Background: an optimization exercise with open tools, aiming at small area, a short achievable clock period and few clock cycles. Do not read the settings as production practice. In this exercise RTL edits were held to simulation tests only and were not proved equivalent to the original. Power figures rest on the tool's default switching activity, not on a simulated workload.

### flow/design.v
module ia_alu (
    input  wire [2:0] op,
    input  wire [7:0] a,       
    input  wire [7:0] x,       
    output reg  [7:0] r,
    output reg        c,
    output reg        v,
    output reg        z,
    output wire       n
);
    wire [8:0] sa  = {1'b0, a} + {1'b0, x};
    wire [8:0] ss  = {1'b0, a} + {1'b0, ~x} + 9'd1;
    wire       x0  = (x == 8'h00);
    wire       x80 = (x == 8'h80);
    wire       c_add = sa[8];
    wire       v_add = (a[7] == x[7]) && (sa[7] != a[7]);
    wire       c_sub = ss[8] & ~x0;
    wire       v_sub = x80 ? a[7] : ((a[7] != x[7]) && (ss[7] != a[7]));
    wire [7:0] ax   = a ^ x;
    wire [7:0] aox  = a | x;
    wire [7:0] aax  = a & x;
    wire       zadd = ~ax[0] && (ax[7:1] == aox[6:0]);
    always @(*) begin
        c = c_add;
        v = v_add;
        case (op)
            3'd0: begin r = sa[7:0]; z = zadd;              c = c_add; v = v_add; end
            3'd1: begin r = ss[7:0]; z = (ax == 8'h00);     c = c_sub; v = v_sub; end
            3'd2: begin r = aax;     z = (aax == 8'h00); end
            3'd3: begin r = aox;     z = (aox == 8'h00); end
            3'd4: begin r = ax;      z = (ax == 8'h00); end
            default: begin r = ~a;   z = (a == 8'hff); end
        endcase
    end
    assign n = r[7];
endmodule
module ia_mem (
    input  wire       clk,
    input  wire       we,
    input  wire [5:0] waddr,
    input  wire [7:0] wdata,
    input  wire [5:0] raddr,
    output wire [7:0] rdata
);
    reg [7:0] mem [0:63];
    always @(posedge clk)
        if (we) mem[waddr] <= wdata;
    assign rdata = mem[raddr];
endmodule
module ia_cpu (
    input  wire       clk,
    input  wire       rst,           
    input  wire       load_we,       
    input  wire [7:0] load_addr,     
    input  wire [7:0] load_data,
    output wire [7:0] mem_rdata,     
    input  wire       start,         
    output wire       halted,
    output wire       fault,
    output wire [7:0] acc,
    output wire [7:0] pc,
    output wire [3:0] status,        
    output wire       out_valid,
    output wire [7:0] out_data,
    input  wire       out_ready,
    input  wire       in_valid,
    input  wire [7:0] in_data,
    output wire       in_ready
);
    localparam [1:0] S_IDLE = 2'd0, S_RUN = 2'd1, S_HALT = 2'd2;
    localparam [1:0] C_M = 2'd0, C_I = 2'd1, C_O = 2'd2;
    reg [1:0]  run;
    reg        fault_r;
    reg [1:0]  cyc;          
    reg [7:0]  pc_r;         
    reg [7:0]  acc_r;
    reg [3:0]  st;           
    reg [13:0] ir;           
    reg        irv;          
    reg [13:0] ib;           
    reg        ibv;          
    reg [3:0]  oop;          
    reg        oload;        
    reg [5:0]  ra0, ra1, ra2, ra3;   
    reg [1:0]  wsel;         
    reg [1:0]  osel;         
    reg        pfj;          
    reg        pw_v;         
    reg [7:0]  pw_a, pw_d;
    wire running = (run == S_RUN);
    wire cm = (cyc == C_M);
    wire ci = (cyc == C_I);
    wire co = (cyc == C_O);
    wire [5:0] rd0 = running ? ra0 : load_addr[7:2];
    wire [5:0] rd1 = running ? ra1 : load_addr[7:2];
    wire [5:0] rd2 = running ? ra2 : load_addr[7:2];
    wire [5:0] rd3 = running ? ra3 : load_addr[7:2];
    wire [7:0] q0, q1, q2, q3;
    ia_mem u_b0 (.clk(clk), .we(pw_v && pw_a[1:0] == 2'd0), .waddr(pw_a[7:2]), .wdata(pw_d), .raddr(rd0), .rdata(q0));
    ia_mem u_b1 (.clk(clk), .we(pw_v && pw_a[1:0] == 2'd1), .waddr(pw_a[7:2]), .wdata(pw_d), .raddr(rd1), .rdata(q1));
    ia_mem u_b2 (.clk(clk), .we(pw_v && pw_a[1:0] == 2'd2), .waddr(pw_a[7:2]), .wdata(pw_d), .raddr(rd2), .rdata(q2));
    ia_mem u_b3 (.clk(clk), .we(pw_v && pw_a[1:0] == 2'd3), .waddr(pw_a[7:2]), .wdata(pw_d), .raddr(rd3), .rdata(q3));
    function [7:0] pick(input [1:0] s, input [7:0] a0, input [7:0] a1, input [7:0] a2, input [7:0] a3);
        case (s)
            2'd0: pick = a0;
            2'd1: pick = a1;
            2'd2: pick = a2;
            default: pick = a3;
        endcase
    endfunction
    wire [7:0] wb0 = pick(wsel,        q0, q1, q2, q3);
    wire [7:0] wb1 = pick(wsel + 2'd1, q0, q1, q2, q3);
    wire [7:0] wb2 = pick(wsel + 2'd2, q0, q1, q2, q3);
    wire [7:0] wb3 = pick(wsel + 2'd3, q0, q1, q2, q3);
    wire [7:0] ob  = pick(running ? osel : load_addr[1:0], q0, q1, q2, q3);
    assign mem_rdata = ob;
    reg [5:0] ra_w;
    always @(*) begin
        case (pw_a[1:0])
            2'd0: ra_w = ra0;
            2'd1: ra_w = ra1;
            2'd2: ra_w = ra2;
            default: ra_w = ra3;
        endcase
    end
    wire [7:0] pc_r1  = pc_r + 8'd1;
    wire rd_haz = pw_v && (ra_w == pw_a[7:2]);                     
    wire [7:0] pc_r2  = pc_r + 8'd2;
    wire [7:0] pc_r3  = pc_r + 8'd3;
    wire ir_haz = pw_v && ci && (pw_a == pc_r || pw_a == pc_r1 ||   
                                 (ibv && !pfj && (pw_a == pc_r2 || pw_a == pc_r3)));
    wire hold   = rd_haz || ir_haz;                                
    wire [13:0] mi   = {wb0, wb1[5:0]};
    wire [3:0]  op   = cm ? mi[13:10] : (ci ? ir[13:10] : oop);
    wire [1:0]  md   = cm ? mi[9:8]   : (ci ? ir[9:8]   : 2'b00);
    wire [7:0]  opnd = cm ? mi[7:0]   : ir[7:0];
    wire no_opnd  = (op == 4'd5) || (op >= 4'd13);
    wire bad      = !co && md[1];
    wire ind      = !co && md[0] && !no_opnd;    
    wire is_alu   = (op <= 4'd5);
    wire is_read  = (op == 4'd6);
    wire is_write = (op == 4'd7);
    wire is_goto  = (op == 4'd8);
    wire is_br    = (op >= 4'd9) && (op <= 4'd12);
    wire is_out   = (op == 4'd13);
    wire is_in    = (op == 4'd14);
    wire is_end   = (op == 4'd15);
    wire [1:0] br_sel   = op[1:0] - 2'd1;    
    wire       br_taken = st[br_sel];
    wire to_o = !bad && ((cm && (ind || is_read)) ||
                         (ci && ind && is_read) ||
                         (co && is_read && !oload));
    wire [7:0] x = (cm || (ci && !ind)) ? opnd : ob;
    wire ld   = !bad && !to_o && is_read;      
    wire done = !bad && !to_o;                 
    wire stall = (is_out && !out_ready) || (is_in && !in_valid);
    wire [7:0] alu_r;
    wire       alu_c, alu_v, alu_z, alu_n;
    ia_alu u_alu (.op(op[2:0]), .a(acc_r), .x(x),
                  .r(alu_r), .c(alu_c), .v(alu_v), .z(alu_z), .n(alu_n));
    wire [7:0] seq  = co ? pc_r : pc_r + 8'd2;      
    wire       jump = done && (is_goto || (is_br && br_taken));
    wire        usesop  = ci && (ind || is_read);
    wire        h0_ok   = !usesop || !(osel == wsel || osel == wsel + 2'd1);
    wire        h1_ok   = !usesop ||  (osel == wsel || osel == wsel + 2'd1);
    wire [13:0] h0      = {wb0, wb1[5:0]};
    wire [13:0] h1      = {wb2, wb3[5:0]};
    wire        from_ib = ci && !pfj && ibv;
    wire [13:0] ir_new  = cm ? h1 : (ci ? (from_ib ? ib : h0) : ir);
    wire        ir_ok   = cm ? !jump :
                          (ci ? ((pfj == jump) && (from_ib || h0_ok)) : (irv && !jump));
    wire [13:0] ib_new  = ci ? (from_ib ? h0 : h1) : ib;
    wire        ib_ok   = ci ? (from_ib ? h0_ok : h1_ok) : (co && ibv);
    wire [3:0] nop      = ir_new[13:10];
    wire       n_noop   = (nop == 4'd5) || (nop >= 4'd13);
    wire       n_useop  = !ir_new[9] && ((ir_new[8] && !n_noop) || nop == 4'd6);
    wire [7:0] na       = ir_new[7:0];
    wire [1:0] nbsel    = nop[1:0] - 2'd1;
    wire       n_pfj    = (ir_new[9:8] == 2'b00) &&
                          ((nop == 4'd8) || ((nop >= 4'd9) && (nop <= 4'd12) && st[nbsel]));
    function [23:0] win(input [7:0] t);
        reg [5:0] i0, i1;
        begin
            i0 = t[7:2];
            i1 = t[7:2] + 6'd1;
            win = {(t[1:0] > 2'd3) ? i1 : i0,        
                   (t[1:0] > 2'd2) ? i1 : i0,        
                   (t[1:0] > 2'd1) ? i1 : i0,        
                   (t[1:0] > 2'd0) ? i1 : i0};       
        end
    endfunction
    wire [7:0]  t_m   = jump ? x : seq;
    wire [7:0]  t_b   = (ci && pfj) ? ir[7:0] : seq;
    wire [7:0]  t_f2  = t_b + 8'd2;
    wire [7:0]  t_f4  = t_b + 8'd4;
    wire [1:0]  t_f1  = ib_ok ? t_f4[1:0] : t_f2[1:0];
    wire [1:0]  t_i1  = n_pfj ? na[1:0] : t_f1;
    wire [23:0] win_x = win(x);
    wire [23:0] win_s = win(seq);
    wire [23:0] win_f = ib_ok ? win(t_f4) : win(t_f2);
    wire [23:0] win_n = win(na);
    wire [23:0] win_m = jump ? win_x : win_s;
    wire [23:0] win_i = n_pfj ? win_n : win_f;
    wire [7:0] oa = cm ? opnd : ob;
    wire cpu_we = running && !hold && !stall && done && is_write;
    always @(posedge clk) begin
        if (rst) begin
            run     <= S_IDLE;
            fault_r <= 1'b0;
            cyc     <= C_M;
            pc_r    <= 8'd0;
            acc_r   <= 8'd0;
            st      <= 4'd0;
            ra0 <= 6'd0; ra1 <= 6'd0; ra2 <= 6'd0; ra3 <= 6'd0;
            wsel    <= 2'd0;
            osel    <= 2'd0;
            pw_v    <= 1'b0;
        end else begin
            pw_v <= cpu_we || ((run == S_IDLE) && load_we);
            pw_a <= running ? x : load_addr;
            pw_d <= running ? acc_r : load_data;
            if (run == S_IDLE) begin
                if (start) begin
                    run  <= S_RUN;
                    cyc  <= C_M;
                    ra0 <= 6'd0; ra1 <= 6'd0; ra2 <= 6'd0; ra3 <= 6'd0;
                    wsel <= 2'd0;
                end
            end else if (running && ir_haz) begin
                cyc  <= C_M;
                wsel <= pc_r[1:0];
                {ra3, ra2, ra1, ra0} <= win(pc_r);
            end else if (running && !rd_haz && !stall) begin
                if (bad) begin
                    run     <= S_HALT;
                    fault_r <= 1'b1;
                    pc_r    <= seq;
                end else if (done && is_end) begin
                    run     <= S_HALT;
                    pc_r    <= seq;
                end else begin
                    if (done && is_alu) begin
                        acc_r <= alu_r;
                        if (op[2:1] == 2'b00) st <= {alu_c, alu_v, alu_n, alu_z};
                        else                  st[1:0] <= {alu_n, alu_z};
                    end
                    if (done && is_in) acc_r <= in_data;
                    if (ld) acc_r <= ob;
                    ir  <= ir_new;
                    irv <= ir_ok;
                    ib  <= ib_new;
                    ibv <= ib_ok;
                    if (to_o) begin
                        cyc   <= C_O;
                        pc_r  <= seq;
                        oop   <= op;
                        oload <= cm ? !ind : 1'b1;
                        osel  <= oa[1:0];
                        ra0 <= oa[7:2]; ra1 <= oa[7:2]; ra2 <= oa[7:2]; ra3 <= oa[7:2];
                    end else if (!ir_ok) begin
                        cyc   <= C_M;
                        pc_r  <= t_m;
                        wsel  <= t_m[1:0];
                        {ra3, ra2, ra1, ra0} <= win_m;
                    end else begin
                        cyc   <= C_I;
                        pc_r  <= t_m;
                        pfj   <= n_pfj;
                        wsel  <= t_i1;
                        osel  <= na[1:0];
                        ra0 <= (n_useop && na[1:0] == 2'd0) ? na[7:2] : win_i[5:0];
                        ra1 <= (n_useop && na[1:0] == 2'd1) ? na[7:2] : win_i[11:6];
                        ra2 <= (n_useop && na[1:0] == 2'd2) ? na[7:2] : win_i[17:12];
                        ra3 <= (n_useop && na[1:0] == 2'd3) ? na[7:2] : win_i[23:18];
                    end
                end
            end
        end
    end
    wire go = running && !hold;
    assign halted    = (run == S_HALT);
    assign fault     = fault_r;
    assign acc       = acc_r;
    assign pc        = pc_r;
    assign status    = st;
    assign out_valid = go && ((cm && mi[13:9] == 5'b11010) || (ci && ir[13:9] == 5'b11010));
    assign out_data  = acc_r;
    assign in_ready  = go && ((cm && mi[13:9] == 5'b11100) || (ci && ir[13:9] == 5'b11100));
endmodule
### flow/standard.sh
#!/bin/bash
# synth_recipe.tcl (not shown) runs the flow's synth.tcl, then flattens the netlist and writes it again
# the make line also repeats each setting of config.mk as NAME=value (left out here)
make -C /OpenROAD-flow-scripts/flow DESIGN_CONFIG=/design/flow/config.mk WORK_HOME=/design/flow/orfs CLKGATE_MAP_FILE= SYNTH_SCRIPT=/design/flow/synth_recipe.tcl "${@:-finish}"
### flow/constraint.sdc
create_clock -name core_clock -period 8.0 [get_ports {clk}]
set_input_delay 1.6000 -clock core_clock [delete_from_list [all_inputs] [get_ports {clk}]]
set_output_delay 1.6000 -clock core_clock [all_outputs]
set_load 0.01 [all_outputs]
### flow/flow/run.sh
#!/bin/bash
# The standard layout, with the port buffers made from sky130 buf_4 cells
# (which timing repair may then resize) instead of the flow's default pick.
set -euo pipefail
export BUFFER_PORTS_ARGS="-buffer_cell sky130_fd_sc_hd__buf_4"
bash standard.sh synth > synth.log 2>&1
bash standard.sh floorplan > floorplan.log 2>&1
bash standard.sh place > place.log 2>&1
bash standard.sh cts > cts.log 2>&1
bash standard.sh finish > finish.log 2>&1
### flow/config.mk
export PLATFORM = sky130hd
export DESIGN_NAME = ia_cpu
export DESIGN_NICKNAME = ia_cpu
export VERILOG_FILES = /design/flow/design.v
export SDC_FILE = /design/flow/constraint.sdc
export NUM_CORES = 4
export LEC_CHECK = 0
export CAP_MARGIN = 20
export CORE_MARGIN = 2
export CORE_UTILIZATION = 65
export PLACE_DENSITY = 0.72
export SETUP_SLACK_MARGIN = 2.0
export SLEW_MARGIN = 20
export SYNTH_HIERARCHICAL = 1
export TNS_END_PERCENT = 5
==> impl_metrics.yaml <==
run_status:
  status: "finished clean"
finish:
  layout_commonest_cell: "edfxtp_1"
  layout_common_cells: "2100 x edfxtp_1, 551 x buf_4, 499 x mux4_2, 451 x nor2_1, 298 x nand2_1"
  instances_no_fill: 8141
  final_layout_size_suffix_gt1_frac: 0.283
  nets: 6143
  area_growth_pct: 15.8
routing:
  drt_first_pass_iters: 10
  wl_met2_microns: 129000
  drt_iter0_markers: 8559
  drc: 0
  wl_met1_microns: 103000
  wl_per_cell_microns: 33.8
  postRouteAntennaNets: 0
  vias: 58000
  routed_via_density: 7.12
  finalWirelength_microns: 276000
  wl_met3_microns: 32600
  routed.top_layer: "met5"
global_routing:
  grt_pass1_vias: 56800
  grt_max_degree: 189
  grt.overflow.total: 0
  antenna_found_initial: 3
  grt_use_total: 0.374
  grt_pass1_wl_microns: 395000
yosys:
  synth_area_leader_cell: "edfxtp_1"
  syn-cell-area_sq_um: 93700
  synthDominantCellAreaShare: 0.673
  synthArstFlopShare: 0
  ys_warn_count: 9
  syn_nets: 5611
  synth-seq-cells: 2154
  yosys-top-cells-area: "edfxtp_1 67%, mux4_2 12%, nor2_1 1.9%"
  synthFlopType: "edfxtp_1"
  synth_edf_count: 2100
  netlist_instances: 5528
  ys_seq_area_frac: 0.684
  synth_cell_types: 106
  syn_area_per_cell_sq_um: 17.0
floorplanning:
  num_rows: 139
  core_region_area_sq_um: 143000
  die_height_microns: 384
  io_pins: 70
  dieArea_sq_um: 147000
  start_util: 0.654
  die_w_microns: 384
hold_path:
  hold_class: "reg2reg"
  holdPathStages: 2
sta:
  fin_crit_sh: 0.859
  setup_tns_ns: 0
  fin_hold_ws_ns: 0.499
  skew_ns: 0.0692
  relSlewSlack: 0.198
  setup_viol: 0
  tightest_slew_ns: 1.20
  hold_viol_final: 0
  setup_slack_ns: 1.13
  rsz0062_at_grt: "true"
  max_clock_freq_ghz: 0.146
  period_needed_ns: 6.87
  slew_viol_final: 0
place:
  port_buffers: 69
  place.gp.congestion: 1.07
  place_ws_ns: 0.0682
  dp.cells: 7637
  post-dp-hpwl_microns: 170000
worst_setup_path:
  cpPeakStageDelay_ns: 0.56
  crit_chain: "buf_8 > nand2_8 > nand2_8 > buf_4 > buf_12 > mux4_2 > mux4_2 > nor2_4 > o22ai_4 > a222oi_1 > buf_4 > a21oi_1 > nor3_4 > a32oi_1 > nor2_2 > buf_6"
  worst-setup-path-type: "in2out"
  crit_cells: 16
  worst_r2r_path_depth: 26
  cp_slowest_cell: "mux4_2"
  end_kind: "output pin"
  crit_fanout: 6
  cp-start-kind: "primary input"
  critPathBufInv: 5
  required_ns: 6.40
  cp.arrival_ns: 5.27
  crit_family: "multiplexers"
pwr:
  ir_drop_uv: 479
  p_leak_uw: 0.0353
  power_density_nw_per_um2: 403
  p_total_uw: 43800
clocking:
  cts_inserted_buffers: 206
  htree_num_levels: 4
  cts_buffer_depth: 3
  cts_tree: "yes"
  cts_num_sinks: 2154
  clockRootBuffer: "clkbuf_16"
  clock_latency_ns: 0.86
  path_clk_slew_ns: 0.06
job:
  drv_cap: 0
[cells in the mapped netlist, types with 29 or more instances]
library cell / instances
a2111oi_0: 29
a211oi_1: 55
a21oi_1: 133
a22oi_1: 34
buf_2: 65
buf_4: 62
buf_6: 30
clkbuf_1: 147
dfxtp_1: 54
edfxtp_1: 2100
ha_1: 51
inv_1: 76
mux2_2: 76
mux2i_1: 105
mux4_1: 36
mux4_2: 494
nand2_1: 324
nand2b_1: 56
nand3_1: 90
nor2_1: 469
nor2b_1: 102
nor3_1: 51
o211ai_1: 36
o21ai_0: 128
o221ai_1: 44
o22ai_1: 78
xnor2_1: 76
xor2_1: 38
[timing repair]
item,4_1_cts,5_1_grt
setup buffers,59,43
hold buffers,0,0
setup endpoints to repair,102,98
cloned,8,6
pin swaps,37,41
endpoints found under the hold margin,0,0
resized for setup,192,122
[worst paths after layout]
path | startpoint | endpoint | slack (ns)
min | ra3[2] | ra3[2] | 0.50
max | load_addr[2] | out_valid | 1.13
min reg2reg | ra3[2] | ra3[2] | 0.50
max reg2reg | run[0] | ra0[3] | 1.36
[registers in the layout, summed over array words and instances, names as in the netlist, 2 cells and up]
name and count:
cyc 2, ra0 6, u_b3.mem 512, ra1 6, ra2 6, pw_a 8, acc_r 8, st 4
osel 2, wsel 2, run 2, ib 14, ir 14, oop 4, ra3 6, u_b1.mem 512
u_b0.mem 512, pc_r 8, u_b2.mem 512, pw_d 8
[where the power goes]
part | total (uW) | internal, uW | switching (uW)
registers | 13400 | 13100 | 323
clock network | 9870 | 5550 | 4320
logic | 20500 | 8310 | 12100
[Yosys stat by module, one instance, submodules excluded]
module | flops+latches | times used | cell area [sq um]
ia_mem | 512 | 4 | 20100
ia_cpu | 106 | 1 | 11800
ia_alu | 0 | 1 | 1500
[worst register-to-register path: stages (launching register included)]
cell and delay, ns:
dfxtp_2 0.41, nor2b_4 0.19, buf_12 0.15, nand2_1 0.16, nand2_8 0.15, buf_12 0.17, buf_16 0.14, buf_4 0.15
mux4_1 0.58, mux4_2 0.53, a21oi_4 0.20, o22ai_4 0.18, a222oi_1 0.28, buf_4 0.20, mux2_4 0.19, buf_4 0.13
o2111a_2 0.22, buf_6 0.14, ha_1 0.19, nor4b_1 0.34, mux2_2 0.34, o21ai_0 0.21, o21ai_0 0.40, a211oi_1 0.08
a2111oi_1 0.49, buf_4 0.20, o41ai_1 0.06
[final cells by class]
cell class / instances / area (sq um)
antenna: 5 / 12.5
clock buffer: 250 / 5430
clock inverter: 131 / 1370
fill: 8058 / 34700
inverter: 82 / 308
multi-input combinational: 2962 / 28800
sequential: 2154 / 64100
tap: 1903 / 2380
timing repair buffer: 654 / 6140
[cells by family (layout without fill, tap and decap cells)]
group / after synthesis / in the layout / share of synthesized area
and+or+nand+nor: 1285 / 1286 / 0.0645
DFF: 2154 / 2154 / 0.684
adders and majority gates: 53 / 53 / 0.00724
AOI/OAI and AO/OA: 794 / 795 / 0.0600
muxes: 713 / 713 / 0.149
xor gates and xnor gates: 115 / 115 / 0.0109
buffers and inverters: 414 / 1117 / 0.0237
other: 0 / 5 / 0
[metrics by stage]
| stage | utilization | area [sq um] |
|---|---|---|
| 2_1_floorplan | - | 94000 |
| 3_3_place_gp | 0.691 | 99000 |
| 3_5_place_dp | 0.691 | 99100 |
| 4_1_cts | 0.750 | 107000 |
| 5_1_grt | 0.758 | 109000 |
| 6_report | 0.758 | 109000 |
[per-layer routing]
layer,up-vias,global-route usage
li1,23400,-
met1,29500,0.543
met2,4393,0.570
met3,693,0.0806
met4,2,0.133
met5,-,0
Testbench counts, summed over its fixed seeds: cycles 42,656.

==> what the ideal ports hide <==
The results above use ideal ports. As a check the final layout listed here was re-extracted and re-timed, cells and wires unchanged. Step 1 (the two cells are an assumption about what drives the block):
set clk [get_ports {clk}]
set_driving_cell -lib_cell sky130_fd_sc_hd__clkbuf_16 $clk
set_driving_cell -lib_cell sky130_fd_sc_hd__buf_2 [delete_from_list [all_inputs] $clk]
Step 2 moves the port delays by t, midway between the first and last clock arrival at a register: inputs arrive t later, outputs are due t later. That takes back most of the time a late clock gives input paths. Three values: ideal ports, drivers, drivers and shift; two values: the first two.
shift t [ns]: 0.918
setup WS [ns]: 1.130 / 1.025 / 0.343
worst slew at a driven data input, ns: 0.12
After both steps setup and hold are still met in this run. The setup slack of this run moves by -0.105 ns with the drivers and by -0.787 ns with both steps.
